This design comes from an exercise in tuning for small area, a short achievable clock period and few clock cycles on the open sky130 flow, not from production work.
Only simulation tests tie the RTL to the original design; equivalence was not proved.
Power is estimated from default activity; no workload was simulated.

===== flow/design.v =====
module gdc_dbuf (
    input  wire        clk,
    input  wire        rst,           
    input  wire        ep_valid,
    output wire        ep_ready,
    input  wire [31:0] ep_data,
    input  wire        in_valid,
    output wire        in_ready,
    input  wire [15:0] in_data,
    output reg         resp_valid,
    input  wire        resp_ready,
    output wire [31:0] resp_data,
    output reg         err_valid,
    output reg  [1:0]  err_cause,     
    output reg  [7:0]  err_opc
);
    localparam [7:0] OP_NOP      = 8'h00,
                     OP_ENCODE   = 8'h08,
                     OP_DECODE   = 8'h09,
                     OP_WRBLK    = 8'h10,
                     OP_RDSMP    = 8'h11,
                     OP_SETWH    = 8'h12,
                     OP_SETBD    = 8'h13,
                     OP_DRATIO   = 8'h14,
                     OP_DMS      = 8'h15;
    function [1:0] clamp_depth;
        input [31:0] r;
        begin
            if (r[31:4] != 28'd0)      clamp_depth = 2'd3;
            else if (r[3:0] <= 4'd5)   clamp_depth = 2'd0;
            else if (r[3:0] <= 4'd9)   clamp_depth = 2'd1;
            else if (r[3:0] <= 4'd13)  clamp_depth = 2'd2;
            else                       clamp_depth = 2'd3;
        end
    endfunction
    function [15:0] encode;
        input [15:0] s;
        input [1:0]  d;
        begin
            case (d)
                2'd0: encode = {8'h00, {4{s[15]}}, s[15:12]};
                2'd1: encode = {8'h00, s[15:8]};
                2'd2: encode = {{4{s[15]}}, s[15:4]};
                default: encode = s;
            endcase
        end
    endfunction
    function [15:0] decode;
        input [15:0] v;
        input [1:0]  d;
        begin
            case (d)
                2'd0: decode = {v[3:0], 12'h000};
                2'd1: decode = {v[7:0], 8'h00};
                2'd2: decode = {v[11:0], 4'h0};
                default: decode = v;
            endcase
        end
    endfunction
    function [2:0] add3;
        input [2:0] a;
        input [2:0] b;
        begin
            add3[0] = (a[0] & b[0]) | (a[1] & b[2]) | (a[2] & b[1]);
            add3[1] = (a[0] & b[1]) | (a[1] & b[0]) | (a[2] & b[2]);
            add3[2] = (a[0] & b[2]) | (a[2] & b[0]) | (a[1] & b[1]);
        end
    endfunction
    function [2:0] bit3;
        input x;
        input w2;
        begin
            bit3 = !x ? 3'b001 : w2 ? 3'b100 : 3'b010;
        end
    endfunction
    function [2:0] neg3;
        input [2:0] a;
        begin
            neg3 = {a[1], a[2], a[0]};
        end
    endfunction
    reg [767:0] mem;                  
    reg [1:0]  depth;
    reg [6:0]  wh;
    reg [4:0]  wfade;
    reg [15:0] wr_left;               
    reg        wr_busy;               
    reg        wr_one;                
    reg        e1_v, e0_v;            
    reg [31:0] e1_w, e0_w;
    reg        ep_rdy;
    reg        in_bv;                 
    reg [15:0] in_w;
    reg        r_v;                   
    reg [15:0] r_n;                   
    reg [16:0] r_d;                   
    reg        ph_op;                 
    reg        k_enc, k_dec, k_rd, k_swh, k_dms;    
    reg [15:0] op_imm;                
    reg        resp_sx;               
    reg [15:0] resp_lo;
    assign resp_data = {{16{resp_sx}}, resp_lo};
    wire bps2 = depth[1];             
    wire [7:0]  h_opc  = e1_w[31:24];
    wire [15:0] h_imm  = e1_w[15:0];
    reg h_known, h_two, h_imm_used;
    always @(*) begin
        h_known = 1'b1; h_two = 1'b0; h_imm_used = 1'b0;
        case (h_opc)
            OP_NOP:    ;
            OP_ENCODE: begin h_two = 1'b1; h_imm_used = 1'b1; end
            OP_DECODE: begin h_two = 1'b1; h_imm_used = 1'b1; end
            OP_WRBLK:  h_imm_used = 1'b1;
            OP_RDSMP:  h_two = 1'b1;
            OP_SETWH:  h_two = 1'b1;
            OP_SETBD:  h_imm_used = 1'b1;
            OP_DRATIO: h_imm_used = 1'b1;
            OP_DMS:    h_two = 1'b1;
            default:   h_known = 1'b0;
        endcase
    end
    wire h_resv_bad = (e1_w[23:16] != 8'd0) || (!h_imm_used && h_imm != 16'd0);
    wire h_ok   = h_known && !h_resv_bad;
    wire h_wb   = h_ok && (h_opc == OP_WRBLK);
    wire h_sbd  = h_ok && (h_opc == OP_SETBD);
    wire h_dr   = h_ok && (h_opc == OP_DRATIO);
    reg [2:0]  m3;
    reg [95:0] m3t;                   
    integer j;
    always @(*) begin
        for (j = 0; j < 32; j = j + 1)
            m3t[3*j +: 3] = bit3(e1_w[j], (j % 2 == 1) && (j != 31));
        for (j = 0; j < 16; j = j + 1) m3t[3*j +: 3] = add3(m3t[6*j +: 3], m3t[6*j+3 +: 3]);
        for (j = 0; j < 8; j = j + 1)  m3t[3*j +: 3] = add3(m3t[6*j +: 3], m3t[6*j+3 +: 3]);
        for (j = 0; j < 4; j = j + 1)  m3t[3*j +: 3] = add3(m3t[6*j +: 3], m3t[6*j+3 +: 3]);
        for (j = 0; j < 2; j = j + 1)  m3t[3*j +: 3] = add3(m3t[6*j +: 3], m3t[6*j+3 +: 3]);
        m3 = add3(m3t[2:0], m3t[5:3]);
    end
    reg [2:0] l16m3, l32m3;
    always @(*) begin
        case (e1_w[3:0] % 3)
            0: l16m3 = 3'b001;
            1: l16m3 = 3'b010;
            default: l16m3 = 3'b100;
        endcase
        case (e1_w[4:0] % 3)
            0: l32m3 = 3'b001;
            1: l32m3 = 3'b010;
            default: l32m3 = 3'b100;
        endcase
    end
    wire [2:0] k16 = add3(m3, neg3(l16m3));
    wire [2:0] k32 = neg3(add3(m3, neg3(l32m3)));
    wire [6:0] opa_wrapped = bps2 ? {1'b0, k16[2], k16[1], e1_w[3:0]}
                                  : {k32[2], k32[1], e1_w[4:0]};
    wire writing = wr_busy && r_v;
    wire wr_last = wr_one && r_v;             
    wire wr_done = !wr_busy || wr_last;       
    wire op_resp = k_enc || k_dec || k_dms || k_rd;
    wire take_hdr = !ph_op && (
                      (h_opc == OP_WRBLK  && h_ok) ? wr_done :
                      (h_opc == OP_SETBD  && h_ok) ? wr_done :
                      (h_opc == OP_DRATIO && h_ok) ? !resp_valid :
                      1'b1);
    wire take_op  = ph_op && !(op_resp && resp_valid) &&
                    !(k_swh && !wr_done) &&
                    !(k_rd && !(!wr_busy || (wr_last && opa_wrapped != wh)));
    wire take     = e1_v && (take_hdr || take_op);
    wire ep_push = ep_valid && ep_rdy;
    wire e1_free = !e1_v || take;
    assign ep_ready = ep_rdy;
    assign in_ready = !in_bv || !r_v || wr_busy;
    wire [6:0] wh_next = (wh == (bps2 ? 7'd47 : 7'd95)) ? 7'd0 : wh + 7'd1;
    wire       rd_cmd  = ph_op && k_rd && wr_done;    
    wire [6:0] rd_slot = rd_cmd ? opa_wrapped : (writing ? wh_next : wh);
    wire [5:0] rd_word = bps2 ? rd_slot[5:0] : rd_slot[6:1];
    reg  [15:0] rd_w;
    integer r;
    always @(*) begin
        rd_w = 16'd0;
        for (r = 0; r < 48; r = r + 1)
            rd_w = rd_w | (mem[16*r +: 16] & {16{rd_word == r}});
    end
    wire [15:0] rd_raw = bps2 ? rd_w : {8'h00, rd_slot[0] ? rd_w[15:8] : rd_w[7:0]};
    wire [15:0] rd_sample = decode(rd_raw, depth);
    wire        r_load = in_bv && (!r_v || writing);
    wire [15:0] r_n_nx = r_load ? in_w : r_n;
    wire [16:0] r_d_nx = {rd_sample[15], rd_sample} - {r_n_nx[15], r_n_nx};
    wire signed [16:0] bl_d = r_d;
    wire signed [5:0]  bl_r = {1'b0, wfade};
    wire signed [21:0] bl_p = bl_d * bl_r;
    wire [19:0] bl_u = {1'b1, ~bl_p[21], bl_p[20:3]};
    reg [3*21*6-1:0] sfx;
    reg [15:0] bl_q;
    integer a, b;
    always @(*) begin
        sfx = {3*21*6{1'b0}};
        for (a = 0; a <= 20; a = a + 1)
            sfx[3*a +: 3] = bit3((a < 20) ? bl_u[a] : 1'b0, 1'b0);
        for (a = 0; a <= 20; a = a + 1)
            sfx[3*(21+a) +: 3] = (a < 20) ? add3(sfx[3*a +: 3], bit3((a < 19) ? bl_u[a+1] : 1'b0, 1'b1))
                                          : sfx[3*a +: 3];
        for (b = 1; b < 5; b = b + 1)
            for (a = 0; a <= 20; a = a + 1)
                sfx[3*(21*(b+1)+a) +: 3] = (a + (1 << b) <= 20) ?
                    add3(sfx[3*(21*b+a) +: 3], sfx[3*(21*b+a+(1 << b)) +: 3]) :
                    sfx[3*(21*b+a) +: 3];
        for (a = 0; a < 16; a = a + 1)
            bl_q[a] = sfx[3*(21*5+a+1) + 2] || (sfx[3*(21*5+a+1) + 1] && bl_u[a]);
    end
    wire [15:0] wr_sample = (wfade != 5'd0) ? r_n + bl_q : r_n;
    wire [15:0] wr_code   = encode(wr_sample, depth);
    wire [5:0] wr_word = bps2 ? wh[5:0] : wh[6:1];
    wire       wr_lo   = writing && (bps2 || !wh[0]);
    wire       wr_hi   = writing && (bps2 ||  wh[0]);
    wire [7:0] wd_lo   = rst ? 8'h00 : wr_code[7:0];
    wire [7:0] wd_hi   = rst ? 8'h00 : (bps2 ? wr_code[15:8] : wr_code[7:0]);
    integer k;
    always @(posedge clk) begin
        for (k = 0; k < 48; k = k + 1) begin
            if (rst || (wr_lo && wr_word == k)) mem[16*k +: 8]     <= wd_lo;
            if (rst || (wr_hi && wr_word == k)) mem[16*k + 8 +: 8] <= wd_hi;
        end
    end
    wire [1:0]  opa_depth = clamp_depth(e1_w);
    wire [15:0] enc_code  = encode(op_imm, opa_depth);
    wire [15:0] dec_smp   = decode(op_imm, opa_depth);
    wire [1:0]  bd_new    = clamp_depth({16'd0, h_imm});
    wire [6:0]  wh_cur    = writing ? wh_next : wh;
    wire [6:0]  wh_after_bd = (bd_new[1] && wh_cur >= 7'd48) ? wh_cur - 7'd48 : wh_cur;
    wire [17:0] dr_3v     = {2'b00, h_imm} + {1'b0, h_imm, 1'b0};
    wire [6:0]  dr_val    = bps2 ? {1'b0, dr_3v[17:12]} : dr_3v[17:11];
    wire        ms_hi     = (e1_w[31:2] != 30'd0);
    wire [6:0]  ms_max    = bps2 ? 7'd47 : 7'd95;
    wire [6:0]  ms_val    = ms_hi ? ms_max :
                            (e1_w[1:0] == 2'd0) ? 7'd0 :
                            (e1_w[1:0] == 2'd1) ? 7'd44 :
                            (e1_w[1:0] == 2'd2) ? (bps2 ? 7'd47 : 7'd88) : ms_max;
    always @(posedge clk) begin
        if (rst) begin
            depth      <= 2'd3;
            wh         <= 7'd0;
            wfade      <= 5'd0;
            wr_left    <= 16'd0;
            wr_busy    <= 1'b0;
            wr_one     <= 1'b0;
            e1_v       <= 1'b0;
            e0_v       <= 1'b0;
            ep_rdy     <= 1'b0;
            in_bv      <= 1'b0;
            r_v        <= 1'b0;
            ph_op      <= 1'b0;
            resp_valid <= 1'b0;
            err_valid  <= 1'b0;
        end else begin
            err_valid <= 1'b0;
            if (resp_valid && resp_ready) resp_valid <= 1'b0;
            if (e1_free) begin
                if (e0_v) begin
                    e1_v <= 1'b1;
                    e1_w <= e0_w;
                    e0_v <= ep_push;
                    e0_w <= ep_data;
                end else begin
                    e1_v <= ep_push;
                    e1_w <= ep_data;
                end
            end else if (ep_push) begin
                e0_v <= 1'b1;
                e0_w <= ep_data;
            end
            ep_rdy <= !(e1_free ? (e0_v && ep_push) : (e0_v || ep_push));
            if (in_ready) begin
                in_bv <= in_valid;
                in_w  <= in_data;
            end
            if (r_load) r_v <= 1'b1;
            else if (writing) r_v <= 1'b0;
            r_n <= r_n_nx;
            r_d <= r_d_nx;
            if (writing) begin
                if (wfade != 5'd0) wfade <= wfade - 5'd1;
                wh      <= wh_next;
                wr_left <= wr_left - 16'd1;
                wr_one  <= (wr_left == 16'd2);
                if (wr_one) wr_busy <= 1'b0;
            end
            if (take && !ph_op) begin
                if (!h_known) begin
                    err_valid <= 1'b1; err_cause <= 2'd1; err_opc <= h_opc;
                end else if (h_resv_bad) begin
                    err_valid <= 1'b1; err_cause <= 2'd2; err_opc <= h_opc;
                end
                if (h_known && h_two) ph_op <= 1'b1;
                k_enc  <= h_ok && (h_opc == OP_ENCODE);
                k_dec  <= h_ok && (h_opc == OP_DECODE);
                k_rd   <= h_ok && (h_opc == OP_RDSMP);
                k_swh  <= h_ok && (h_opc == OP_SETWH);
                k_dms  <= h_ok && (h_opc == OP_DMS);
                op_imm <= h_imm;
                if (h_wb && h_imm != 16'd0) begin
                    wr_left <= h_imm;
                    wr_busy <= 1'b1;
                    wr_one  <= (h_imm == 16'd1);
                end
                if (h_sbd && bd_new != depth) begin
                    depth <= bd_new;
                    wh    <= wh_after_bd;
                end
                if (h_dr) begin
                    resp_valid <= 1'b1;
                    resp_sx    <= 1'b0;
                    resp_lo    <= {9'd0, dr_val};
                end
            end
            if (take && ph_op) begin
                ph_op <= 1'b0;
                if (k_enc) begin
                    resp_valid <= 1'b1;
                    resp_sx    <= 1'b0;
                    resp_lo    <= enc_code;
                end
                if (k_dec) begin
                    resp_valid <= 1'b1;
                    resp_sx    <= dec_smp[15];
                    resp_lo    <= dec_smp;
                end
                if (k_rd) begin
                    resp_valid <= 1'b1;
                    resp_sx    <= rd_sample[15];
                    resp_lo    <= rd_sample;
                end
                if (k_dms) begin
                    resp_valid <= 1'b1;
                    resp_sx    <= 1'b0;
                    resp_lo    <= {9'd0, ms_val};
                end
                if (k_swh) begin
                    wh    <= opa_wrapped;
                    wfade <= 5'd24;
                end
            end
        end
    end
endmodule

===== flow/constraint.sdc =====
create_clock -name core_clock -period 45.0 [get_ports {clk}]
set_input_delay 9.0000 -clock core_clock [delete_from_list [all_inputs] [get_ports {clk}]]
set_output_delay 9.0000 -clock core_clock [all_outputs]
set_load 0.01 [all_outputs]

===== flow/config.mk =====
export PLATFORM = sky130hd
export DESIGN_NAME = gdc_dbuf
export DESIGN_NICKNAME = gdc_dbuf
export VERILOG_FILES = /design/flow/design.v
export SDC_FILE = /design/flow/constraint.sdc
export NUM_CORES = 4
export LEC_CHECK = 0
export CAP_MARGIN = 20
export CORE_MARGIN = 2
export CORE_UTILIZATION = 40
export PLACE_DENSITY = 0.6
export SLEW_MARGIN = 20

===== flow/run.sh =====
#!/bin/bash
# synth_recipe.tcl (not shown) runs the flow's synth.tcl, then flattens the netlist and writes it again
# the make line also repeats each setting of config.mk as NAME=value (left out here)
make -C /OpenROAD-flow-scripts/flow DESIGN_CONFIG=/design/flow/config.mk WORK_HOME=/design/flow/orfs CLKGATE_MAP_FILE= SYNTH_SCRIPT=/design/flow/synth_recipe.tcl finish

==> results.ini, run 1 <==
[global_routing]
grt.total_usage=0.255
grt-ovfl-total=0
antenna_found_initial=1
grt_pass1_vias=34700
grt_pass1_wl_um=239000
grt_max_degree=57

[hold_path]
hold_path_class=register to register
hp-start=e0_w[4]

[yosys]
syn_area_mm2=0.0494
ys_seq_area_frac=0.582
ys_ff_latch=972
netlist_instances=4125
ys_top_cells_by_area=edfxtp_1, ha_1, a222oi_1
synthDistinctLibCells=95
yosys_warnings=1
synth_commonest_cells=edfxtp_1, nand2_1, nor2_1
yosysTopAreaCell=edfxtp_1
ys_dominant_reg_cell=edfxtp_1
synth_edf_count=929
yosysTopAreaCellShare=0.564
async_reset_ff_frac=0
yosysMostFrequentCell=edfxtp_1
syn_area_per_cell_um2=12.0
syn-num-nets=4417

[status]
outcome=timing/DRC/antenna clean

[sta]
fin_crit_sh=0.271
rsz0062_at_grt=no
slew_headroom=0.130
slew_violations=0
clock.fmax_mhz=81.9
finalSetupViolCount=0
clock_skew_ns=0.0627
period_minus_slack_ns=12.22
tns_ns=0
tightest_slew_ns=1.30
whs_ns=0.505
hold_viol_final=0

[cells_and_area]
n_fill_cell=10900
stdcell_area_mm2=0.0563
syn_to_final_growth_pct=13.9
drive_gt1_frac=0.0952
final_cells=5935
finalNetCount=4514

[cts]
root_buffer=clkbuf_16
clk_latency_ns=0.75
hold_buffers=0
cts.path.max_buffers=3
cts.sinks=972
postCtsSetupRepairBufs=0
cts-resized-gates=0
path_clk_slew_ns=0.06
cts_tree=built
h-tree-depth=3
cts_buffers=101

[drt]
via_per_inst=6.26
antenna_left=0
drc_errors=0
first_pass_iters=9
wl_per_cell_um=27.8
drtIter0Drc=5470
vias=37100
wirelength_um=165000

[setup_path]
worstPathMaxFanout=31
cp_slowest_cell=dfxtp_1
regToRegStartpoint=wfade[2]
worstSetupStartpointType=register
cp_common_cell=o21ai_0
critPathRequiredTime_ns=45.43
cp_data_arrival_time_ns=12.64
startpoint=wfade[2]
path_class=register to register
cpPeakStageDelay_ns=0.81
cp-end-kind=register

[floorplanning]
die_y_um=356
ios=99
coreArea_mm2=0.122
num_rows=128
die-area_mm2=0.126
fp.dieW_um=356
start_util=0.404

[placed_design]
placed_area_mm2=0.0528
port_buffers=98
placedCellCount=5741
post-dp-hpwl_um=110000
globalplace.congestion=0.931

[power]
irDropWorstVdd_mv=0.0276
finalPower_uw=2110
p_leak_uw=0.0207
powerDensity_mw_per_mm2=37.4

[job]
maxCapViolations=0

## sequential cells by signal, summed over array words and instances, names as in the netlist, 8 cells and up, named ones only
signal,flops
e0_w,32
e1_w,32
err_opc,8
in_w,16
mem,768
op_imm,16
r_d,17
r_n,16
resp_lo,16
wr_left,16
## per-layer routing
metal	vias up	GRT usage	wire length, um
met4	0	0.0922	5870
met2	2137	0.397	74800
met5	-	0	0
met1	18500	0.353	67100
met3	308	0.0513	17100
li1	16200	-	-
## cells by family after synthesis
group           Yosys count  share of synthesized area
compound gates         1122                      0.166
simple gates           1148                      0.109
flops                   972                      0.582
fa+ha+maj               239                     0.0686
xor+xnor                 70                     0.0124
mux                     118                     0.0252
buf+inv                 456                     0.0366
## per-stage QoR
| stage | worst slack, ns | utilization |
|---|---|---|
| floorplan | 32.54 | - |
| global placement | 33.05 | 0.431 |
| detailed placement | 32.85 | 0.432 |
| CTS | 32.77 | 0.460 |
| global route | 31.79 | 0.461 |
| finish | 32.78 | 0.461 |
## cells in the final DEF (no fill, tap or decap), types with 101 or more instances in the layout
cell type | synthesis | routed
edfxtp_1 | 929 | 929
o21ai_0 | 197 | 179
clkbuf_16 | 0 | 101
and2_1 | 103 | 103
a21oi_1 | 157 | 151
buf_4 | 18 | 128
nor2_1 | 285 | 270
nand2_1 | 397 | 397
ha_1 | 186 | 186
inv_1 | 212 | 211
a222oi_1 | 178 | 178
## worst max-delay path: cells and delay by family, from the launching register on
kind / cells / cell delay [ns]
adder cells (fa/ha/maj): 6 / 2.68
buffers and inverters: 7 / 1.84
multiplexers: 1 / 0.24
XOR/XNOR: 1 / 0.16
AO/OA/AOI/OAI: 27 / 5.35
AND/OR/NAND/NOR: 5 / 0.78
flip-flops: 1 / 0.81
## report_power, final
part | leakage, uW | switching [uW] | internal, uW | total (uW)
Sequential | 0.00968 | 25.5 | 1060 | 1090
Clock | 0.00165 | 369 | 491 | 860
Combinational | 0.00935 | 106 | 52.3 | 158
## path summary, 6_finish.rpt
path                   end  slack, ns  depth (start not counted)
hold reg to reg    e1_w[4]       0.50                          1
setup / recovery  mem[383]      32.78                         47
hold / removal     e1_w[4]       0.50                          1
setup reg to reg  mem[383]      32.78                         47
## area by class of cell
cell class,count,area (um2),area share
multi-input cells,2697,19200,0.341
flip-flops and latches,972,28800,0.511
clock inverters,69,777,0.0138
inverters,217,817,0.0145
well taps,1625,2030,0.0361
repair buffers,233,2120,0.0377
clock buffers,119,2610,0.0463
diodes,3,7.51,0.000133
Testbench counts, summed over its fixed seeds: cycles 42,259.
==> run 2, diff against run 1 <==
--- a/flow/design.v
+++ b/flow/design.v
@@ -187,8 +187,27 @@
     wire [15:0] r_n_nx = r_load ? in_w : r_n;
     wire [16:0] r_d_nx = {rd_sample[15], rd_sample} - {r_n_nx[15], r_n_nx};
-    wire signed [16:0] bl_d = r_d;
-    wire signed [5:0]  bl_r = {1'b0, wfade};
-    wire signed [21:0] bl_p = bl_d * bl_r;
-    wire [19:0] bl_u = {1'b1, ~bl_p[21], bl_p[20:3]};
+    wire [20:0] d_x = {{4{r_d[16]}}, r_d};
+    wire [20:0] cs_a0 = wfade[0] ? d_x        : 21'd0;
+    wire [20:0] cs_a1 = wfade[1] ? d_x << 1   : 21'd0;
+    wire [20:0] cs_a2 = wfade[2] ? d_x << 2   : 21'd0;
+    wire [20:0] cs_a3 = wfade[3] ? d_x << 3   : 21'd0;
+    wire [20:0] cs_a4 = wfade[4] ? d_x << 4   : 21'd0;
+    wire [20:0] cs_a5 = {{2{r_n[15]}}, r_n, 3'd0};
+    wire [20:0] cs_a6 = {r_n[15], r_n, 4'd0};
+    wire [20:0] s1 = cs_a0 ^ cs_a1 ^ cs_a2;
+    wire [20:0] c1 = {(cs_a0[19:0] & cs_a1[19:0]) | (cs_a0[19:0] & cs_a2[19:0]) |
+                      (cs_a1[19:0] & cs_a2[19:0]), 1'b0};
+    wire [20:0] s2 = cs_a3 ^ cs_a4 ^ cs_a5;
+    wire [20:0] c2 = {(cs_a3[19:0] & cs_a4[19:0]) | (cs_a3[19:0] & cs_a5[19:0]) |
+                      (cs_a4[19:0] & cs_a5[19:0]), 1'b0};
+    wire [20:0] s3 = s1 ^ c1 ^ s2;
+    wire [20:0] c3 = {(s1[19:0] & c1[19:0]) | (s1[19:0] & s2[19:0]) | (c1[19:0] & s2[19:0]), 1'b0};
+    wire [20:0] s4 = s3 ^ c3 ^ c2;
+    wire [20:0] c4 = {(s3[19:0] & c3[19:0]) | (s3[19:0] & c2[19:0]) | (c3[19:0] & c2[19:0]), 1'b0};
+    wire [20:0] s5 = s4 ^ c4 ^ cs_a6;
+    wire [20:0] c5 = {(s4[19:0] & c4[19:0]) | (s4[19:0] & cs_a6[19:0]) |
+                      (c4[19:0] & cs_a6[19:0]), 1'b0};
+    wire [20:0] bl_s = s5 + c5;
+    wire [18:0] bl_u = {1'b1, ~bl_s[20], bl_s[19:3]};
     reg [3*21*6-1:0] sfx;
     reg [15:0] bl_q;
@@ -197,7 +216,7 @@
         sfx = {3*21*6{1'b0}};
         for (a = 0; a <= 20; a = a + 1)
-            sfx[3*a +: 3] = bit3((a < 20) ? bl_u[a] : 1'b0, 1'b0);
+            sfx[3*a +: 3] = bit3((a < 19) ? bl_u[a] : 1'b0, 1'b0);
         for (a = 0; a <= 20; a = a + 1)
-            sfx[3*(21+a) +: 3] = (a < 20) ? add3(sfx[3*a +: 3], bit3((a < 19) ? bl_u[a+1] : 1'b0, 1'b1))
+            sfx[3*(21+a) +: 3] = (a < 19) ? add3(sfx[3*a +: 3], bit3((a < 18) ? bl_u[a+1] : 1'b0, 1'b1))
                                           : sfx[3*a +: 3];
         for (b = 1; b < 5; b = b + 1)
@@ -209,16 +228,18 @@
             bl_q[a] = sfx[3*(21*5+a+1) + 2] || (sfx[3*(21*5+a+1) + 1] && bl_u[a]);
     end
-    wire [15:0] wr_sample = (wfade != 5'd0) ? r_n + bl_q : r_n;
+    wire [15:0] wr_sample = bl_q;
     wire [15:0] wr_code   = encode(wr_sample, depth);
     wire [5:0] wr_word = bps2 ? wh[5:0] : wh[6:1];
     wire       wr_lo   = writing && (bps2 || !wh[0]);
     wire       wr_hi   = writing && (bps2 ||  wh[0]);
-    wire [7:0] wd_lo   = rst ? 8'h00 : wr_code[7:0];
-    wire [7:0] wd_hi   = rst ? 8'h00 : (bps2 ? wr_code[15:8] : wr_code[7:0]);
+    reg        rst_q;
+    always @(posedge clk) rst_q <= rst;
+    wire [7:0] wd_lo   = rst_q ? 8'h00 : wr_code[7:0];
+    wire [7:0] wd_hi   = rst_q ? 8'h00 : (bps2 ? wr_code[15:8] : wr_code[7:0]);
     integer k;
     always @(posedge clk) begin
         for (k = 0; k < 48; k = k + 1) begin
-            if (rst || (wr_lo && wr_word == k)) mem[16*k +: 8]     <= wd_lo;
-            if (rst || (wr_hi && wr_word == k)) mem[16*k + 8 +: 8] <= wd_hi;
+            if (rst_q || (wr_lo && wr_word == k)) mem[16*k +: 8]     <= wd_lo;
+            if (rst_q || (wr_hi && wr_word == k)) mem[16*k + 8 +: 8] <= wd_hi;
         end
     end
@@ -254,29 +275,20 @@
             err_valid  <= 1'b0;
         end else begin
-            err_valid <= 1'b0;
+            err_valid <= take && !ph_op && !h_ok;
             if (resp_valid && resp_ready) resp_valid <= 1'b0;
             if (e1_free) begin
                 if (e0_v) begin
                     e1_v <= 1'b1;
-                    e1_w <= e0_w;
                     e0_v <= ep_push;
-                    e0_w <= ep_data;
                 end else begin
                     e1_v <= ep_push;
-                    e1_w <= ep_data;
                 end
             end else if (ep_push) begin
                 e0_v <= 1'b1;
-                e0_w <= ep_data;
             end
             ep_rdy <= !(e1_free ? (e0_v && ep_push) : (e0_v || ep_push));
-            if (in_ready) begin
-                in_bv <= in_valid;
-                in_w  <= in_data;
-            end
+            if (in_ready) in_bv <= in_valid;
             if (r_load) r_v <= 1'b1;
             else if (writing) r_v <= 1'b0;
-            r_n <= r_n_nx;
-            r_d <= r_d_nx;
             if (writing) begin
                 if (wfade != 5'd0) wfade <= wfade - 5'd1;
@@ -287,16 +299,5 @@
             end
             if (take && !ph_op) begin
-                if (!h_known) begin
-                    err_valid <= 1'b1; err_cause <= 2'd1; err_opc <= h_opc;
-                end else if (h_resv_bad) begin
-                    err_valid <= 1'b1; err_cause <= 2'd2; err_opc <= h_opc;
-                end
                 if (h_known && h_two) ph_op <= 1'b1;
-                k_enc  <= h_ok && (h_opc == OP_ENCODE);
-                k_dec  <= h_ok && (h_opc == OP_DECODE);
-                k_rd   <= h_ok && (h_opc == OP_RDSMP);
-                k_swh  <= h_ok && (h_opc == OP_SETWH);
-                k_dms  <= h_ok && (h_opc == OP_DMS);
-                op_imm <= h_imm;
                 if (h_wb && h_imm != 16'd0) begin
                     wr_left <= h_imm;
@@ -308,32 +309,9 @@
                     wh    <= wh_after_bd;
                 end
-                if (h_dr) begin
-                    resp_valid <= 1'b1;
-                    resp_sx    <= 1'b0;
-                    resp_lo    <= {9'd0, dr_val};
-                end
+                if (h_dr) resp_valid <= 1'b1;
             end
             if (take && ph_op) begin
                 ph_op <= 1'b0;
-                if (k_enc) begin
-                    resp_valid <= 1'b1;
-                    resp_sx    <= 1'b0;
-                    resp_lo    <= enc_code;
-                end
-                if (k_dec) begin
-                    resp_valid <= 1'b1;
-                    resp_sx    <= dec_smp[15];
-                    resp_lo    <= dec_smp;
-                end
-                if (k_rd) begin
-                    resp_valid <= 1'b1;
-                    resp_sx    <= rd_sample[15];
-                    resp_lo    <= rd_sample;
-                end
-                if (k_dms) begin
-                    resp_valid <= 1'b1;
-                    resp_sx    <= 1'b0;
-                    resp_lo    <= {9'd0, ms_val};
-                end
+                if (op_resp) resp_valid <= 1'b1;
                 if (k_swh) begin
                     wh    <= opa_wrapped;
@@ -342,4 +320,38 @@
             end
         end
+    end
+    always @(posedge clk) begin
+        if (e1_free)          e1_w <= e0_v ? e0_w : ep_data;
+        if (e1_free || !e0_v) e0_w <= ep_data;
+        if (in_ready)         in_w <= in_data;
+        r_n <= r_n_nx;
+        r_d <= r_d_nx;
+        if (take && !ph_op) begin
+            err_cause <= h_known ? 2'd2 : 2'd1;
+            err_opc   <= h_opc;
+            k_enc  <= h_ok && (h_opc == OP_ENCODE);
+            k_dec  <= h_ok && (h_opc == OP_DECODE);
+            k_rd   <= h_ok && (h_opc == OP_RDSMP);
+            k_swh  <= h_ok && (h_opc == OP_SETWH);
+            k_dms  <= h_ok && (h_opc == OP_DMS);
+            op_imm <= h_imm;
+        end
+        if (take && !ph_op && h_dr) begin
+            resp_sx <= 1'b0;
+            resp_lo <= {9'd0, dr_val};
+        end
+        if (take && ph_op && op_resp) begin
+            resp_sx <= 1'b0;
+            resp_lo <= {9'd0, ms_val};
+            if (k_enc) resp_lo <= enc_code;
+            if (k_dec) begin
+                resp_sx <= dec_smp[15];
+                resp_lo <= dec_smp;
+            end
+            if (k_rd) begin
+                resp_sx <= rd_sample[15];
+                resp_lo <= rd_sample;
+            end
+        end
     end
 endmodule
--- a/flow/config.mk
+++ b/flow/config.mk
@@ -9,4 +9,5 @@
 export CORE_MARGIN = 2
 export CORE_UTILIZATION = 40
+export CTS_BUF_LIST = sky130_fd_sc_hd__clkbuf_4 sky130_fd_sc_hd__clkbuf_8
 export PLACE_DENSITY = 0.6
 export SLEW_MARGIN = 20
==> run 2 against run 1 <==
Net effect: core utilization shrank 0.47 points; synthesized area shrank 2.2%; count of clock-buffer cells in the layout grew 114; via count shrank 8.5%; sequential share of layout area grew 0.93 points; critical path depth shrank 44; sequential power grew about 80%; clock skew shrank 0.025 ns; critical path type is now register to output port; largest cell class unchanged.
==> results.ini, run 2 <==
[status]
outcome=timing/DRC/antenna clean

[cells_and_area]
layout_commonest_cell=edfxtp_1
seq_area_mm2=0.0285  ; -1.1%
utilization=0.456  ; -0.00474
multi_input_comb_area_mm2=0.0183  ; -4.4%
final_cells=5737  ; -3.3%
largest_register_ffs=768  ; unchanged
n_fill_cell=10900  ; -0.11%
syn_to_final_growth_pct=13.2
top_regs=mem (768), e0_w (32), e1_w (32)
drive_gt1_frac=0.124  ; +0.0287
finalNetCount=4274  ; -5.3%
largest_register=mem
final_cell_mix=edfxtp_1, inv_1, nor2_1

[yosys]
async_reset_ff_frac=0  ; unchanged
syn_area_per_cell_um2=12.6  ; +4.9%
synth_commonest_cells=edfxtp_1, nor2_1, inv_1
yosys_warnings=1  ; unchanged
synthDistinctLibCells=119  ; +25%
yosysTopAreaCell=edfxtp_1
yosysTopAreaCellShare=0.557  ; -0.00793
syn_area_mm2=0.0483  ; -2.2%
ys_top_cells_by_area=edfxtp_1, ha_1, a22oi_1
synth_edf_count=896  ; -3.6%
yosysMostFrequentCell=edfxtp_1
syn-num-nets=4134  ; -6.4%
ys_ff_latch=973  ; +0.10%
ys_seq_area_frac=0.588  ; +0.00653
netlist_instances=3847  ; -6.7%
ys_dominant_reg_cell=edfxtp_1

[cts]
root_buffer=clkbuf_8
cts_tree=built
path_clk_slew_ns=0.06  ; about the same
clk_latency_ns=0.88  ; +0.13 ns
cts-resized-gates=0  ; unchanged
cts.path.max_buffers=3  ; unchanged
h-tree-depth=4  ; +1
cts_buffers=163  ; +61%
cts.sinks=973  ; +0.10%
hold_buffers=0  ; unchanged
postCtsSetupRepairBufs=0  ; unchanged

[drt]
antenna_left=0  ; unchanged
drtIter0Drc=3931  ; -28%
wl_per_cell_um=25.3  ; -9.0%
via_per_inst=5.92  ; -5.4%
vias=34000  ; -8.5%
first_pass_iters=8  ; -1
drc_errors=0  ; unchanged
wirelength_um=145000  ; -12%

[sta]
finalSetupViolCount=0  ; unchanged
fin_crit_sh=0.260  ; -0.0111
slew_headroom=0.225  ; +0.0952
clock_skew_ns=0.0380  ; -0.0247 ns
period_minus_slack_ns=11.72  ; -0.499 ns
whs_ns=0.482  ; -0.0228 ns
slew_violations=0  ; unchanged
tns_ns=0  ; unchanged
hold_viol_final=0  ; unchanged
tightest_slew_ns=1.16  ; -0.140 ns
rsz0062_at_grt=no
clock.fmax_mhz=85.3  ; +4.3%

[floorplanning]
ios=99  ; unchanged
die_y_um=352  ; -1.1%
num_rows=127  ; -0.78%
fp.dieW_um=352  ; -1.1%
die-area_mm2=0.124  ; -2.2%
start_util=0.403  ; -0.00146
coreArea_mm2=0.120  ; -1.8%

[setup_path]
cp_top_family=simple AND/OR/NAND/NOR gates
cp_data_arrival_time_ns=2.72  ; -9.92 ns
cp_num_buf_inv=1  ; -6
worstSetupStartpointType=register
worstPathMaxFanout=17  ; -45%
reg2reg_depth=45  ; -4.3%
critPathRequiredTime_ns=36.00  ; -9.43 ns
crit_cells=3  ; -94%
cp_slowest_cell=clkdlybuf4s50_1
crit_chain=nor2b_1, nand2_1, clkdlybuf4s50_1
cp-end-kind=output port
cpPeakStageDelay_ns=0.67  ; -0.14 ns
path_class=register to output port

[placed_design]
placedCellCount=5432  ; -5.4%
port_buffers=98  ; unchanged
globalplace.congestion=0.893  ; -4.0%
post-dp-hpwl_um=94200  ; -14%

[hold_path]
hold_path_depth=0  ; -1
hold_path_class=register to register

[job]
maxCapViolations=0  ; unchanged

[global_routing]
grt.total_usage=0.234  ; -0.0211
grt-ovfl-total=0  ; unchanged
grt_max_degree=98  ; +72%
grt_pass1_wl_um=215000  ; -10%
grt_pass1_vias=33000  ; -5.1%
antenna_found_initial=2  ; +1

[power]
irDropWorstVdd_mv=0.139  ; +400%
powerDensity_mw_per_mm2=81.3  ; +120%
p_leak_uw=0.0203  ; -1.9%

==> run 2: cell count changes after synthesis, sizes merged, moves of 64 or more <==
cell | before | now
a222oi | 178 | 60
a22o | 27 | 95
a22oi | 98 | 226
nand2 | 397 | 233
o21ai | 204 | 108
o21bai | 5 | 69
==> run 2: final timing paths <==
kind	startpoint	to	slack, ns
max	r_v	in_ready	33.28
min	e1_w[31]	err_opc[7]	0.48
max reg2reg	e1_w[2]	r_d[15]	33.58
min reg2reg	e1_w[31]	err_opc[7]	0.48
==> run 2: per-stage QoR <==
stage	worst slack, ns	total power, uW	area (um2)
CTS	33.22	4420	54600
floorplan	32.45	2990	48300
detailed placement	33.72	3630	51300
global placement	33.91	3570	51300
finish	33.28	4450	54700
global route	32.62	4690	54700
==> run 2: power breakdown <==
group          switching (uW)  internal (uW)
Clock                     370            425
Combinational            1220            467
Sequential                111           1850
==> run 2: worst register-to-register path, delay by kind of cell (launching register included) <==
kind	cells	cell delay, ns
AO/OA/AOI/OAI	23	6.29
XOR/XNOR	3	0.45
adder cells (fa/ha/maj)	5	1.39
buffers and inverters	2	0.56
flip-flops	1	0.81
AND/OR/NAND/NOR	12	1.84
==> run 2: kinds of logic after synthesis <==
| logic type | synth area share |
|---|---|
| AND/OR/NAND/NOR | 0.0886 |
| buffers and inverters | 0.0387 |
| flip-flops | 0.588 |
| AO/OA/AOI/OAI | 0.176 |
| multiplexers | 0.0231 |
| adder cells (fa/ha/maj) | 0.0736 |
| XOR/XNOR | 0.0112 |
==> run 2: final cells by class <==
class / count / share of cell area
flip-flops and latches: 973 / 0.520
multi-input cells: 2413 / 0.335
clock buffers: 233 / 0.0516
well taps: 1612 / 0.0369
repair buffers: 186 / 0.0307
inverters: 250 / 0.0172
clock inverters: 68 / 0.00830
diodes: 2 / 0.0000915
==> run 2: metal layers <==
metal / routed length, um / GRT usage / part of all wire / vias to the layer above
met2: 67800 / 0.379 / 0.47 / 1526
met4: 3630 / 0.0714 / 0.025 / 0
met5: 0 / 0 / 0 / -
met1: 61300 / 0.318 / 0.42 / 17000
li1: - / - / - / 15200
met3: 12200 / 0.0449 / 0.084 / 237
Testbench counts of run 2, summed over its fixed seeds: cycles 42,259.
==> run 3, diff against run 2 <==
--- a/flow/config.mk
+++ b/flow/config.mk
@@ -9,5 +9,4 @@
 export CORE_MARGIN = 2
 export CORE_UTILIZATION = 40
-export CTS_BUF_LIST = sky130_fd_sc_hd__clkbuf_4 sky130_fd_sc_hd__clkbuf_8
 export PLACE_DENSITY = 0.6
 export SLEW_MARGIN = 20
==> run 3 against run 2 <==
Net effect: critical path type unchanged; maximum frequency rose by 1.7%; synthesized area stayed put; total power up 2.0%.
==> results.ini, run 3 <==
[cts]
path_clk_slew_ns=0.06  ; about the same
cts.sinks=973  ; unchanged
clk_latency_ns=0.72  ; -0.16 ns
hold_buffers=0  ; unchanged
cts_tree=built
cts.path.max_buffers=3  ; unchanged
root_buffer=clkbuf_16
h-tree-depth=3  ; -1
postCtsSetupRepairBufs=0  ; unchanged
cts_buffers=103  ; -37%
cts-resized-gates=0  ; unchanged

[yosys]
ys_dominant_reg_cell=edfxtp_1
async_reset_ff_frac=0  ; unchanged
synth_commonest_cells=edfxtp_1, nor2_1, inv_1
yosys.area_share.simple=0.0886  ; unchanged
yosysTopAreaCellShare=0.557  ; unchanged
netlist_instances=3847  ; unchanged
synthAdderAreaFrac=0.0736  ; unchanged
synthDistinctLibCells=119  ; unchanged
yosys_warnings=1  ; unchanged
syn-num-nets=4134  ; unchanged
ys_top_cells_by_area=edfxtp_1, ha_1, a22oi_1
synth_edf_count=896  ; unchanged
syn_area_mm2=0.0483  ; unchanged
synth_xor_xnor_area_share=0.0112  ; unchanged
syn_area_per_cell_um2=12.6  ; unchanged
synthMuxAreaShare=0.0231  ; unchanged
ys_ff_latch=973  ; unchanged
synth_top_family_by_area=compound AO/OA/AOI/OAI gates
yosysMostFrequentCell=edfxtp_1
synth_compound_area_frac=0.176  ; unchanged
ys_seq_area_frac=0.588  ; unchanged
yosysTopAreaCell=edfxtp_1

[sta]
clock_skew_ns=0.0551  ; +0.0171 ns
tightest_slew_ns=1.15  ; -0.00646 ns
finalSetupViolCount=0  ; unchanged
fin_crit_sh=0.256  ; -0.00431
whs_ns=0.485  ; +0.00301 ns
hold_viol_final=0  ; unchanged
slew_violations=0  ; unchanged
clock.fmax_mhz=86.8  ; +1.7%
rsz0062_at_grt=no
tns_ns=0  ; unchanged
slew_headroom=0.231  ; +0.00590
period_minus_slack_ns=11.52  ; -0.194 ns

[global_routing]
grt_pass1_vias=32500  ; -1.5%
grt.total_usage=0.231  ; -0.00277
grt-ovfl-total=0  ; unchanged
grt_pass1_wl_um=213000  ; -0.69%
grt_max_degree=98  ; unchanged
antenna_found_initial=1  ; -1

[hold_path]
hold_path_class=register to register

[cells_and_area]
top_regs=mem (768), e0_w (32), e1_w (32)
largest_register_ffs=768  ; unchanged
multi_input_comb_area_mm2=0.0183  ; unchanged
final_cells=5624  ; -2.0%
layout_commonest_cell=edfxtp_1
utilization=0.458  ; +0.00195
finalNetCount=4214  ; -1.4%
final_cell_mix=edfxtp_1, inv_1, nor2_1
seq_area_mm2=0.0285  ; unchanged
syn_to_final_growth_pct=13.6
n_fill_cell=10800  ; -1.2%
antenna_cells=0  ; -2
drive_gt1_frac=0.0990  ; -0.0250
largest_register=mem

[power]
p_seq_frac=0.432  ; -0.009
p_int_uw=2840  ; +3.4%
finalPower_uw=4540  ; +2.0%
p_sw_uw=1700  ; -0.21%
switching_share=0.375  ; -0.00835
irDropWorstVdd_mv=0.138  ; -0.21%
powerDensity_mw_per_mm2=82.6  ; +1.6%
combPwrFrac=0.372  ; -0.008
clockPowerShare=0.195  ; +0.016
p_leak_uw=0.0203  ; -0.14%

[drt]
antenna_left=0  ; unchanged
wirelength_um=144000  ; -0.66%
wl_per_cell_um=25.6  ; +1.3%
drc_errors=0  ; unchanged
vias=33800  ; -0.64%
via_per_inst=6.00  ; +1.4%
first_pass_iters=12  ; +4
drtIter0Drc=3904  ; -0.69%

[setup_path]
worstSetupStartpointType=register
cpPeakStageDelay_ns=0.66  ; about the same
cp-end-kind=output port
cp_data_arrival_time_ns=2.52  ; -0.20 ns
worstPathMaxFanout=17  ; unchanged
path_class=register to output port
critPathRequiredTime_ns=36.00  ; about the same
crit_chain=nor2b_1, nand2_1, clkdlybuf4s50_1
cp_slowest_cell=clkdlybuf4s50_1

[floorplanning]
die_y_um=352  ; unchanged
ios=99  ; unchanged
num_rows=127  ; unchanged
coreArea_mm2=0.120  ; unchanged
start_util=0.403  ; unchanged
die-area_mm2=0.124  ; unchanged
fp.dieW_um=352  ; unchanged

[status]
outcome=timing/DRC/antenna clean

[job]
maxCapViolations=0  ; unchanged

[placed_design]
placedCellCount=5432  ; unchanged
globalplace.congestion=0.893  ; unchanged
post-dp-hpwl_um=94200  ; unchanged
port_buffers=98  ; unchanged

## run 3: cell types whose count changed in the layout (fill, tap and decap cells not counted), moves of 2 or more
cell        delta
bufinv_16     +13
clkbuf_1      +19
clkbuf_16    +104
clkbuf_4      -61
clkbuf_8     -172
clkinv_1      -16
clkinv_16      +3
clkinv_4       +3
clkinvlp_4     -2
diode_2        -2
inv_6          +2
inv_8          -2
## run 3: logic make-up after synthesis
logic type      after synthesis
compound gates             1120
xor+xnor                     61
simple gates                895
buf+inv                     461
flops                       973
mux                         103
fa+ha+maj                   234
## run 3: layout make-up
cell class                 instances  share of cell area
clock buffer                     123              0.0487
clock inverter                    67              0.0154
inverter                         250              0.0171
multi-input combinational       2413               0.334
sequential                       973               0.518
tap                             1612              0.0367
timing repair buffer             186              0.0306
## run 3: through the flow
stage | setup WS, ns | area [um2]
3_3_place_gp | 33.91 | 51300
4_1_cts | 33.39 | 54900
3_5_place_dp | 33.72 | 51300
2_1_floorplan | 32.45 | 48300
6_report | 33.48 | 54900
5_1_grt | 32.66 | 54900
## run 3: power by group through the flow
stage	combinational [uW]	sequential, uW	clock, uW
finish	1690	1960	886
global route	1840	2000	931
CTS	1650	1960	895
detailed placement	1650	1980	0
global placement	1600	1970	0
floorplan	1010	1980	0
## run 3: worst max-delay path, delay by kind of cell, from the launching register on
family / cells / cell delay (ns)
AND/OR/NAND/NOR: 2 / 0.78
buffers and inverters: 1 / 0.66
flip-flops: 1 / 0.37
## run 3: final timing paths
path | from | end | slack, ns | cells past startpoint
worst max register to register | e1_w[2] | r_d[15] | 33.57 | 45
worst min register to register | e0_v | e1_v | 0.48 | 2
worst max-delay path | r_v | in_ready | 33.48 | 3
worst min-delay path | e0_v | e1_v | 0.48 | 2
## run 3: metal layers
| metal | share of wire | vias up | wire length [um] | track usage |
|---|---|---|---|---|
| li1 | - | 15000 | - | - |
| met1 | 0.42 | 17000 | 61100 | 0.317 |
| met2 | 0.47 | 1474 | 67300 | 0.378 |
| met3 | 0.083 | 225 | 11900 | 0.0398 |
| met4 | 0.026 | 2 | 3760 | 0.0630 |
| met5 | 0.000090 | - | 13 | 0 |
==> run 4, diff against run 3 <==
--- a/flow/design.v
+++ b/flow/design.v
@@ -94,5 +94,5 @@
     reg        r_v;                   
     reg [15:0] r_n;                   
-    reg [16:0] r_d;                   
+    reg [15:0] r_o;                   
     reg        ph_op;                 
     reg        k_enc, k_dec, k_rd, k_swh, k_dms;    
@@ -157,14 +157,23 @@
     wire wr_last = wr_one && r_v;             
     wire wr_done = !wr_busy || wr_last;       
+    wire [7:0] rd_dist0 = {1'b0, opa_wrapped} - {1'b0, wh};
+    wire [6:0] rd_dist  = rd_dist0[7] ? rd_dist0[6:0] + (bps2 ? 7'd48 : 7'd96) : rd_dist0[6:0];
+    wire       rd_free  = (wr_left[15:7] == 9'd0) && (rd_dist >= wr_left[6:0]) &&
+                          (wr_done || wfade == 5'd0);
+    reg        resp_hold;             
     wire op_resp = k_enc || k_dec || k_dms || k_rd;
+    wire resp_busy = resp_valid || resp_hold;
     wire take_hdr = !ph_op && (
                       (h_opc == OP_WRBLK  && h_ok) ? wr_done :
                       (h_opc == OP_SETBD  && h_ok) ? wr_done :
-                      (h_opc == OP_DRATIO && h_ok) ? !resp_valid :
+                      (h_opc == OP_DRATIO && h_ok) ? !resp_busy :
                       1'b1);
-    wire take_op  = ph_op && !(op_resp && resp_valid) &&
+    wire take_op  = ph_op && !(op_resp && resp_busy) &&
                     !(k_swh && !wr_done) &&
-                    !(k_rd && !(!wr_busy || (wr_last && opa_wrapped != wh)));
+                    !(k_rd && !rd_free);
     wire take     = e1_v && (take_hdr || take_op);
+    wire x_wb  = e1_v && !ph_op && h_wb  && wr_done;
+    wire x_sbd = e1_v && !ph_op && h_sbd && wr_done;
+    wire x_swh = e1_v &&  ph_op && k_swh && wr_done;
     wire ep_push = ep_valid && ep_rdy;
     wire e1_free = !e1_v || take;
@@ -172,5 +181,5 @@
     assign in_ready = !in_bv || !r_v || wr_busy;
     wire [6:0] wh_next = (wh == (bps2 ? 7'd47 : 7'd95)) ? 7'd0 : wh + 7'd1;
-    wire       rd_cmd  = ph_op && k_rd && wr_done;    
+    wire       rd_cmd  = ph_op && k_rd && (wr_done || wfade == 5'd0);
     wire [6:0] rd_slot = rd_cmd ? opa_wrapped : (writing ? wh_next : wh);
     wire [5:0] rd_word = bps2 ? rd_slot[5:0] : rd_slot[6:1];
@@ -186,27 +195,34 @@
     wire        r_load = in_bv && (!r_v || writing);
     wire [15:0] r_n_nx = r_load ? in_w : r_n;
-    wire [16:0] r_d_nx = {rd_sample[15], rd_sample} - {r_n_nx[15], r_n_nx};
-    wire [20:0] d_x = {{4{r_d[16]}}, r_d};
-    wire [20:0] cs_a0 = wfade[0] ? d_x        : 21'd0;
-    wire [20:0] cs_a1 = wfade[1] ? d_x << 1   : 21'd0;
-    wire [20:0] cs_a2 = wfade[2] ? d_x << 2   : 21'd0;
-    wire [20:0] cs_a3 = wfade[3] ? d_x << 3   : 21'd0;
-    wire [20:0] cs_a4 = wfade[4] ? d_x << 4   : 21'd0;
-    wire [20:0] cs_a5 = {{2{r_n[15]}}, r_n, 3'd0};
-    wire [20:0] cs_a6 = {r_n[15], r_n, 4'd0};
-    wire [20:0] s1 = cs_a0 ^ cs_a1 ^ cs_a2;
-    wire [20:0] c1 = {(cs_a0[19:0] & cs_a1[19:0]) | (cs_a0[19:0] & cs_a2[19:0]) |
-                      (cs_a1[19:0] & cs_a2[19:0]), 1'b0};
-    wire [20:0] s2 = cs_a3 ^ cs_a4 ^ cs_a5;
-    wire [20:0] c2 = {(cs_a3[19:0] & cs_a4[19:0]) | (cs_a3[19:0] & cs_a5[19:0]) |
-                      (cs_a4[19:0] & cs_a5[19:0]), 1'b0};
-    wire [20:0] s3 = s1 ^ c1 ^ s2;
-    wire [20:0] c3 = {(s1[19:0] & c1[19:0]) | (s1[19:0] & s2[19:0]) | (c1[19:0] & s2[19:0]), 1'b0};
-    wire [20:0] s4 = s3 ^ c3 ^ c2;
-    wire [20:0] c4 = {(s3[19:0] & c3[19:0]) | (s3[19:0] & c2[19:0]) | (c3[19:0] & c2[19:0]), 1'b0};
-    wire [20:0] s5 = s4 ^ c4 ^ cs_a6;
-    wire [20:0] c5 = {(s4[19:0] & c4[19:0]) | (s4[19:0] & cs_a6[19:0]) |
-                      (c4[19:0] & cs_a6[19:0]), 1'b0};
-    wire [20:0] bl_s = s5 + c5;
+    wire [4:0]  w_o = wfade;
+    wire [4:0]  w_n = 5'd24 - wfade;
+    wire [20:0] o_x = {{5{r_o[15]}}, r_o};
+    wire [20:0] n_x = {{5{r_n[15]}}, r_n};
+    wire [20:0] p0 = w_o[0] ? o_x      : 21'd0;
+    wire [20:0] p1 = w_o[1] ? o_x << 1 : 21'd0;
+    wire [20:0] p2 = w_o[2] ? o_x << 2 : 21'd0;
+    wire [20:0] p3 = w_o[3] ? o_x << 3 : 21'd0;
+    wire [20:0] p4 = w_o[4] ? o_x << 4 : 21'd0;
+    wire [20:0] p5 = w_n[0] ? n_x      : 21'd0;
+    wire [20:0] p6 = w_n[1] ? n_x << 1 : 21'd0;
+    wire [20:0] p7 = w_n[2] ? n_x << 2 : 21'd0;
+    wire [20:0] p8 = w_n[3] ? n_x << 3 : 21'd0;
+    wire [20:0] p9 = w_n[4] ? n_x << 4 : 21'd0;
+    function [41:0] csa;
+        input [20:0] x, y, z;
+        begin
+            csa[20:0]  = x ^ y ^ z;
+            csa[41:21] = {(x[19:0] & y[19:0]) | (x[19:0] & z[19:0]) | (y[19:0] & z[19:0]), 1'b0};
+        end
+    endfunction
+    wire [41:0] t1 = csa(p0, p1, p2);
+    wire [41:0] t2 = csa(p3, p4, p5);
+    wire [41:0] t3 = csa(p6, p7, p8);
+    wire [41:0] t4 = csa(t1[20:0], t1[41:21], t2[20:0]);
+    wire [41:0] t5 = csa(t2[41:21], t3[20:0], t3[41:21]);
+    wire [41:0] t6 = csa(t4[20:0], t4[41:21], t5[20:0]);
+    wire [41:0] t7 = csa(t5[41:21], p9, t6[20:0]);
+    wire [41:0] t8 = csa(t6[41:21], t7[20:0], t7[41:21]);
+    wire [20:0] bl_s = t8[20:0] + t8[41:21];
     wire [18:0] bl_u = {1'b1, ~bl_s[20], bl_s[19:3]};
     reg [3*21*6-1:0] sfx;
@@ -273,6 +289,11 @@
             ph_op      <= 1'b0;
             resp_valid <= 1'b0;
+            resp_hold  <= 1'b0;
             err_valid  <= 1'b0;
         end else begin
+            if (resp_hold && wr_done) begin
+                resp_hold  <= 1'b0;
+                resp_valid <= 1'b1;
+            end
             err_valid <= take && !ph_op && !h_ok;
             if (resp_valid && resp_ready) resp_valid <= 1'b0;
@@ -298,24 +319,25 @@
                 if (wr_one) wr_busy <= 1'b0;
             end
+            if (x_wb && h_imm != 16'd0) begin
+                wr_left <= h_imm;
+                wr_busy <= 1'b1;
+                wr_one  <= (h_imm == 16'd1);
+            end
+            if (x_sbd && bd_new != depth) begin
+                depth <= bd_new;
+                wh    <= wh_after_bd;
+            end
+            if (x_swh) begin
+                wh    <= opa_wrapped;
+                wfade <= 5'd24;
+            end
             if (take && !ph_op) begin
                 if (h_known && h_two) ph_op <= 1'b1;
-                if (h_wb && h_imm != 16'd0) begin
-                    wr_left <= h_imm;
-                    wr_busy <= 1'b1;
-                    wr_one  <= (h_imm == 16'd1);
-                end
-                if (h_sbd && bd_new != depth) begin
-                    depth <= bd_new;
-                    wh    <= wh_after_bd;
-                end
                 if (h_dr) resp_valid <= 1'b1;
             end
             if (take && ph_op) begin
                 ph_op <= 1'b0;
-                if (op_resp) resp_valid <= 1'b1;
-                if (k_swh) begin
-                    wh    <= opa_wrapped;
-                    wfade <= 5'd24;
-                end
+                if (k_rd && !wr_done) resp_hold <= 1'b1;
+                else if (op_resp) resp_valid <= 1'b1;
             end
         end
@@ -326,5 +348,5 @@
         if (in_ready)         in_w <= in_data;
         r_n <= r_n_nx;
-        r_d <= r_d_nx;
+        r_o <= rd_sample;
         if (take && !ph_op) begin
             err_cause <= h_known ? 2'd2 : 2'd1;
--- a/flow/config.mk
+++ b/flow/config.mk
@@ -8,5 +8,6 @@
 export CAP_MARGIN = 20
 export CORE_MARGIN = 2
-export CORE_UTILIZATION = 40
-export PLACE_DENSITY = 0.6
+export CORE_UTILIZATION = 60
+export CTS_BUF_LIST = sky130_fd_sc_hd__clkbuf_4 sky130_fd_sc_hd__clkbuf_8
+export PLACE_DENSITY = 0.75
 export SLEW_MARGIN = 20
==> run 4 against run 3 <==
Net effect: die area shrank 31%; first-iteration DRC count grew 24%; worst hold slack lost 0.067 ns; still clean on timing, DRC and antenna; sequential power shrank 25%; core utilization grew 21 points; maximum frequency shrank 0.74%; highest routed layer unchanged; synthesized area grew 2.8%.
==> results.ini, run 4 <==
[status]
outcome=timing/DRC/antenna clean

[sta]
slew_headroom=0.167  ; -0.0641
rsz0062_at_grt=no
clock.fmax_mhz=86.1  ; -0.74%
period_minus_slack_ns=11.61  ; +0.0863 ns
setup_ws_ns=33.39  ; -0.0863 ns
whs_ns=0.418  ; -0.0672 ns
tightest_slew_ns=1.25  ; +0.0936 ns
slew_violations=0  ; unchanged
fin_crit_sh=0.258  ; +0.00192
finalSetupViolCount=0  ; unchanged
hold_viol_final=0  ; unchanged
tns_ns=0  ; unchanged
clock_skew_ns=0.0359  ; -0.0192 ns

[cells_and_area]
largest_register_ffs=768  ; unchanged
layout_commonest_cell=edfxtp_1
final_cell_mix=edfxtp_1, inv_1, nor2_1
top_regs=mem (768), e0_w (32), e1_w (32)
drive_gt1_frac=0.108  ; +0.00952
largest_register=mem
syn_to_final_growth_pct=10.6
finalNetCount=4406  ; +4.6%

[setup_path]
cpPeakStageDelay_ns=0.65  ; about the same
reg2reg_depth=36  ; -20%
crit_chain=nor2b_1, nand2_1, clkdlybuf4s50_1
cp_top_family=simple AND/OR/NAND/NOR gates
cp_slowest_cell=clkdlybuf4s50_1
crit_cells=3  ; unchanged
cp-end-kind=output port
worstPathMaxFanout=17  ; unchanged
critPathRequiredTime_ns=36.00  ; about the same
cp_data_arrival_time_ns=2.61  ; +0.09 ns
rrSetupSlack_ns=34.42  ; +0.85 ns
cp_num_buf_inv=1  ; unchanged
worstSetupStartpointType=register
path_class=register to output port

[floorplanning]
die_y_um=292  ; -17%
num_rows=105  ; -17%
fp.dieW_um=292  ; -17%
die-area_mm2=0.0852  ; -31%
ios=99  ; unchanged
start_util=0.605  ; +0.202
coreArea_mm2=0.0821  ; -32%

[cts]
cts_buffers=147  ; +43%
clk_latency_ns=0.84  ; +0.12 ns
path_clk_slew_ns=0.06  ; about the same
hold_buffers=0  ; unchanged
h-tree-depth=4  ; +1
cts_tree=built
postCtsSetupRepairBufs=0  ; unchanged
root_buffer=clkbuf_8
cts-resized-gates=0  ; unchanged
cts.sinks=973  ; unchanged
cts.path.max_buffers=3  ; unchanged

[yosys]
ys_seq_area_frac=0.576  ; -0.0128
yosysTopAreaCell=edfxtp_1
yosysTopAreaCellShare=0.551  ; -0.00548
async_reset_ff_frac=0  ; unchanged
syn-num-nets=4287  ; +3.7%
syn_area_mm2=0.0497  ; +2.8%
yosysMostFrequentCell=edfxtp_1
yosys_warnings=1  ; unchanged
netlist_instances=3945  ; +2.5%
synthDistinctLibCells=102  ; -14%
synth_edf_count=912  ; +1.8%
syn_area_per_cell_um2=12.6  ; +0.24%
ys_dominant_reg_cell=edfxtp_1
ys_top_cells_by_area=edfxtp_1, fa_1, ha_1
synth_commonest_cells=edfxtp_1, inv_1, nor2_1
ys_ff_latch=973  ; unchanged

[global_routing]
grt_pass1_vias=33900  ; +4.4%
grt-ovfl-total=0  ; unchanged
grt_pass1_wl_um=206000  ; -3.7%
grt.total_usage=0.321  ; +0.0902
grt_max_degree=97  ; -1.0%
antenna_found_initial=4  ; +3

[drt]
wl_per_cell_um=26.2  ; +2.1%
vias=35000  ; +3.6%
first_pass_iters=11  ; -1
drc_errors=0  ; unchanged
drtIter0Drc=4853  ; +24%
wirelength_um=137000  ; -4.7%
via_per_inst=6.67  ; +11%
antenna_left=0  ; unchanged

[placed_design]
post-place-ws_ns=34.14  ; +0.420 ns
port_buffers=98  ; unchanged
post-dp-hpwl_um=90000  ; -4.4%
globalplace.congestion=0.931  ; +4.2%

[hold_path]
hold_path_depth=0  ; -2
hold_path_class=register to register

[power]
powerDensity_mw_per_mm2=50.1  ; -39%
p_leak_uw=0.0204  ; +0.91%
irDropWorstVdd_mv=0.0316  ; -77%

[job]
maxCapViolations=0  ; unchanged

[run 4: through the flow]
step	util	instance area [um2]	power (uW)	instances
final	0.670	55000	2760	5247
after CTS	0.668	54800	2740	5241
after global routing	0.670	55000	2870	5247
after floorplan	-	49700	1820	3945
after detailed placement	0.633	52000	2030	4980
after global placement	0.632	51900	2010	4978
[run 4: final timing paths]
kind / start / endpoint
min reg2reg: in_w[13] / r_n[13]
max reg2reg: wfade[1] / mem[260]
max: r_v / in_ready
min: in_w[13] / r_n[13]
[run 4: cells by family after synthesis]
kind of cell             count (synthesis)  synth area share
AO/OA/AOI/OAI                         1139             0.174
XOR/XNOR                                55           0.00969
flip-flops                             973             0.576
AND/OR/NAND/NOR                        900            0.0899
adder cells (fa/ha/maj)                289            0.0928
buffers and inverters                  512            0.0406
multiplexers                            77            0.0174
[run 4: area by class of cell]
cell class              instances  area (um2)
diodes                          1        2.50
well taps                    1070        1340
repair buffers                179        1630
clock inverters                56         414
inverters                     303        1140
clock buffers                 205        2480
fillers                      5764       27100
multi-input cells            2460       19400
flip-flops and latches        973       28600
[run 4: per-layer routing]
layer | part of all wire | up-vias | global-route usage
li1 | - | 15400 | -
met1 | 0.39 | 17200 | 0.434
met2 | 0.47 | 2042 | 0.512
met3 | 0.11 | 331 | 0.0719
met4 | 0.037 | 6 | 0.123
met5 | 0.00027 | - | 0
[run 4: power by group]
group	internal, uW	switching, uW
Sequential	1380	81.6
Clock	372	340
Combinational	178	400
Total	1930	822
Testbench counts of run 4, summed over its fixed seeds: cycles 41,934.
==> run 5, diff against run 4 <==
--- a/flow/config.mk
+++ b/flow/config.mk
@@ -8,6 +8,5 @@
 export CAP_MARGIN = 20
 export CORE_MARGIN = 2
-export CORE_UTILIZATION = 60
-export CTS_BUF_LIST = sky130_fd_sc_hd__clkbuf_4 sky130_fd_sc_hd__clkbuf_8
-export PLACE_DENSITY = 0.75
+export CORE_UTILIZATION = 40
+export PLACE_DENSITY = 0.6
 export SLEW_MARGIN = 20
==> run 5 against run 4 <==
Net effect: still clean on timing, DRC and antenna; clock skew is 0.0091 ns lower; first-iteration DRC count is 4.7% lower; non-clock buffer count is 27 higher; critical endpoint unchanged; largest cell class unchanged; highest routed layer is now met4.
==> results.ini, run 5 <==
[yosys]
syn_area_mm2=0.0497  ; unchanged
yosysTopAreaCellShare=0.551  ; unchanged
yosysMostFrequentCell=edfxtp_1
syn_area_per_cell_um2=12.6  ; unchanged
async_reset_ff_frac=0  ; unchanged
synth_commonest_cells=edfxtp_1, inv_1, nor2_1
synthDistinctLibCells=102  ; unchanged
yosys_warnings=1  ; unchanged
syn-num-nets=4287  ; unchanged
ys_seq_area_frac=0.576  ; unchanged
netlist_instances=3945  ; unchanged
ys_ff_latch=973  ; unchanged
yosysTopAreaCell=edfxtp_1
ys_dominant_reg_cell=edfxtp_1
ys_top_cells_by_area=edfxtp_1, fa_1, ha_1
synth_edf_count=912  ; unchanged

[sta]
finalSetupViolCount=0  ; unchanged
slew_violations=0  ; unchanged
period_minus_slack_ns=11.48  ; -0.124 ns
fin_crit_sh=0.255  ; -0.00277
rsz0062_at_grt=no
clock_skew_ns=0.0268  ; -0.00913 ns
hold_viol_final=0  ; unchanged
slew_headroom=0.195  ; +0.0279
clock.fmax_mhz=87.1  ; +1.1%
tightest_slew_ns=1.21  ; -0.0392 ns
setup_ws_ns=33.52  ; +0.124 ns
tns_ns=0  ; unchanged

[drt]
via_per_inst=6.03  ; -9.6%
wirelength_um=148000  ; +8.2%
drtIter0Drc=4623  ; -4.7%
vias=34700  ; -0.83%
wl_per_cell_um=25.8  ; -1.4%
antenna_left=0  ; unchanged
first_pass_iters=10  ; -1
drc_errors=0  ; unchanged

[cells_and_area]
final_cell_mix=edfxtp_1, inv_1, nor2_1
top_regs=mem (768), e0_w (32), e1_w (32)
largest_register=mem
syn_to_final_growth_pct=12.8
drive_gt1_frac=0.0922  ; -0.0162
final_cells=5757  ; +9.7%
finalNetCount=4383  ; -0.52%
largest_register_ffs=768  ; unchanged
antenna_cells=0  ; -1
layout_commonest_cell=edfxtp_1

[hold_path]
hold_path_depth=0  ; unchanged
hold_path_class=register to register
min_to=r_n[9]
hp-start=in_w[9]

[setup_path]
cp_data_arrival_time_ns=2.48  ; -0.13 ns
cp_top_family=simple AND/OR/NAND/NOR gates
critPathRequiredTime_ns=36.00  ; about the same
cpPeakStageDelay_ns=0.64  ; about the same
path_class=register to output port
cp-end-kind=output port
cp_num_buf_inv=1  ; unchanged
worstPathMaxFanout=17  ; unchanged
regToRegStartpoint=wfade[1]
worst_r2r_endpoint=mem[178]
crit_chain=nor2b_1, nand2_1, clkdlybuf4s50_1
rrSetupSlack_ns=34.01  ; -0.41 ns
reg2reg_depth=34  ; -5.6%
cp_slowest_cell=clkdlybuf4s50_1
worstSetupStartpointType=register
startpoint=r_v

[floorplanning]
coreArea_mm2=0.123  ; +50%
num_rows=129  ; +23%
die_y_um=356  ; +22%
start_util=0.403  ; -0.203
fp.dieW_um=356  ; +22%
ios=99  ; unchanged
die-area_mm2=0.127  ; +49%

[global_routing]
antenna_found_initial=1  ; -3
grt_pass1_wl_um=220000  ; +7.1%
grt_max_degree=105  ; +8.2%
grt-ovfl-total=0  ; unchanged
grt_pass1_vias=33300  ; -1.6%
grt.total_usage=0.231  ; -0.0903

[job]
maxCapViolations=0  ; unchanged

[placed_design]
post-dp-hpwl_um=97000  ; +7.7%
port_buffers=98  ; unchanged
globalplace.congestion=0.913  ; -1.9%
post-place-ws_ns=34.05  ; -0.0876 ns
placedCellCount=5571  ; +12%

[power]
combPwrFrac=0.211  ; about the same
irDropWorstVdd_mv=0.0308  ; -2.3%
powerDensity_mw_per_mm2=50.9  ; +1.6%
p_sw_uw=847  ; +3.0%
p_seq_frac=0.512  ; -0.020
finalPower_uw=2860  ; +3.6%
p_int_uw=2010  ; +3.9%
p_leak_uw=0.0205  ; +0.49%
switching_share=0.296  ; -0.00178
clockPowerShare=0.277  ; +0.019

[cts]
cts.sinks=973  ; unchanged
cts_buffers=97  ; -34%
cts.path.max_buffers=3  ; unchanged
clk_latency_ns=0.71  ; -0.13 ns
h-tree-depth=3  ; -1
path_clk_slew_ns=0.06  ; about the same
hold_buffers=0  ; unchanged
cts-resized-gates=0  ; unchanged
postCtsSetupRepairBufs=0  ; unchanged
root_buffer=clkbuf_16
cts_tree=built

[status]
outcome=timing/DRC/antenna clean

[run 5: cell counts after synthesis]
No cell type changed its count.
[run 5: metrics by stage]
step / cell area (um2) / util / hold WS, ns
after floorplan: 49700 / - / 0.400
after global placement: 52800 / 0.428 / 0.402
after detailed placement: 52900 / 0.428 / 0.405
after CTS: 55900 / 0.453 / 0.418
after global routing: 56100 / 0.454 / 0.428
final: 56100 / 0.454 / 0.415
[run 5: worst max-delay path by stage]
stage                to  slack (ns)  cells past startpoint
2_1_floorplan  mem[115]       31.92                     38
3_3_place_gp   mem[162]       34.20                     34
3_5_place_dp   mem[130]       34.05                     34
4_1_cts        in_ready       33.43                      3
5_1_grt        in_ready       33.26                      3
6_report       in_ready       33.52                      3
[run 5: kinds of logic (layout without fill, tap and decap cells)]
logic type	after synthesis	count (layout)	share of synthesized area
flops	973	973	0.576
compound gates	1139	1139	0.174
xor+xnor	55	55	0.00969
buf+inv	512	687	0.0406
fa+ha+maj	289	289	0.0928
mux	77	77	0.0174
simple gates	900	900	0.0899
[run 5: power groups by stage]
stage | registers [uW] | clock network (uW) | logic (uW)
after detailed placement | 1480 | 0 | 575
after CTS | 1460 | 801 | 577
final | 1460 | 791 | 603
after global routing | 1490 | 835 | 649
after floorplan | 1460 | 0 | 364
after global placement | 1470 | 0 | 562
[run 5: cell type report]
type / instances / area [um2]
clock buffers: 127 / 2550
inverters: 303 / 1140
fillers: 11000 / 67400
repair buffers: 206 / 1860
flip-flops and latches: 973 / 28600
multi-input cells: 2460 / 19400
clock inverters: 51 / 495
well taps: 1637 / 2050
[run 5: routing by layer]
| layer | track usage | vias to the layer above | routed length, um |
|---|---|---|---|
| met4 | 0.0625 | 0 | 4050 |
| met5 | 0 | - | 0 |
| met1 | 0.325 | 17600 | 63500 |
| met3 | 0.0374 | 209 | 12100 |
| li1 | - | 15400 | - |
| met2 | 0.371 | 1549 | 68800 |

-- what the ideal ports hide --
No port has a modelled driver above. Below, the same layouts with a new extraction and two added sets of constraints. Step 1 sets driving cells, clkbuf_16 on the clock port and buf_2 on the other inputs (assumed; they add their load-dependent delay and slew). Step 2 adds t to the input delays and takes it off the output delays; t is the mean of the earliest and latest rising clock arrival at the registers after step 1. Input paths then give back, and output paths get back, about the clock's delay inside the block. Three values: no drivers, after step 1, after step 2; two values: the first two.
run | t (ns) | setup slack, ns | clock arrival spread, ns | slew at the worst register clock pin (ns) | worst data-port slew with drivers (ns)
run 1 | 0.791 | 32.784 / 32.784 / 32.784 | 0.065 / 0.064 | 0.07 / 0.07 | 0.06
run 2 | 0.928 | 33.283 / 33.214 / 33.584 | 0.038 / 0.038 | 0.07 / 0.07 | 0.05
run 3 | 0.770 | 33.477 / 33.400 / 33.572 | 0.056 / 0.056 | 0.07 / 0.07 | 0.05
run 4 | 0.879 | 33.391 / 33.330 / 34.086 | 0.045 / 0.045 | 0.07 / 0.07 | 0.05
run 5 | 0.770 | 33.515 / 33.444 / 34.010 | 0.029 / 0.029 | 0.08 / 0.08 | 0.07
After both steps every run listed still meets setup and hold.
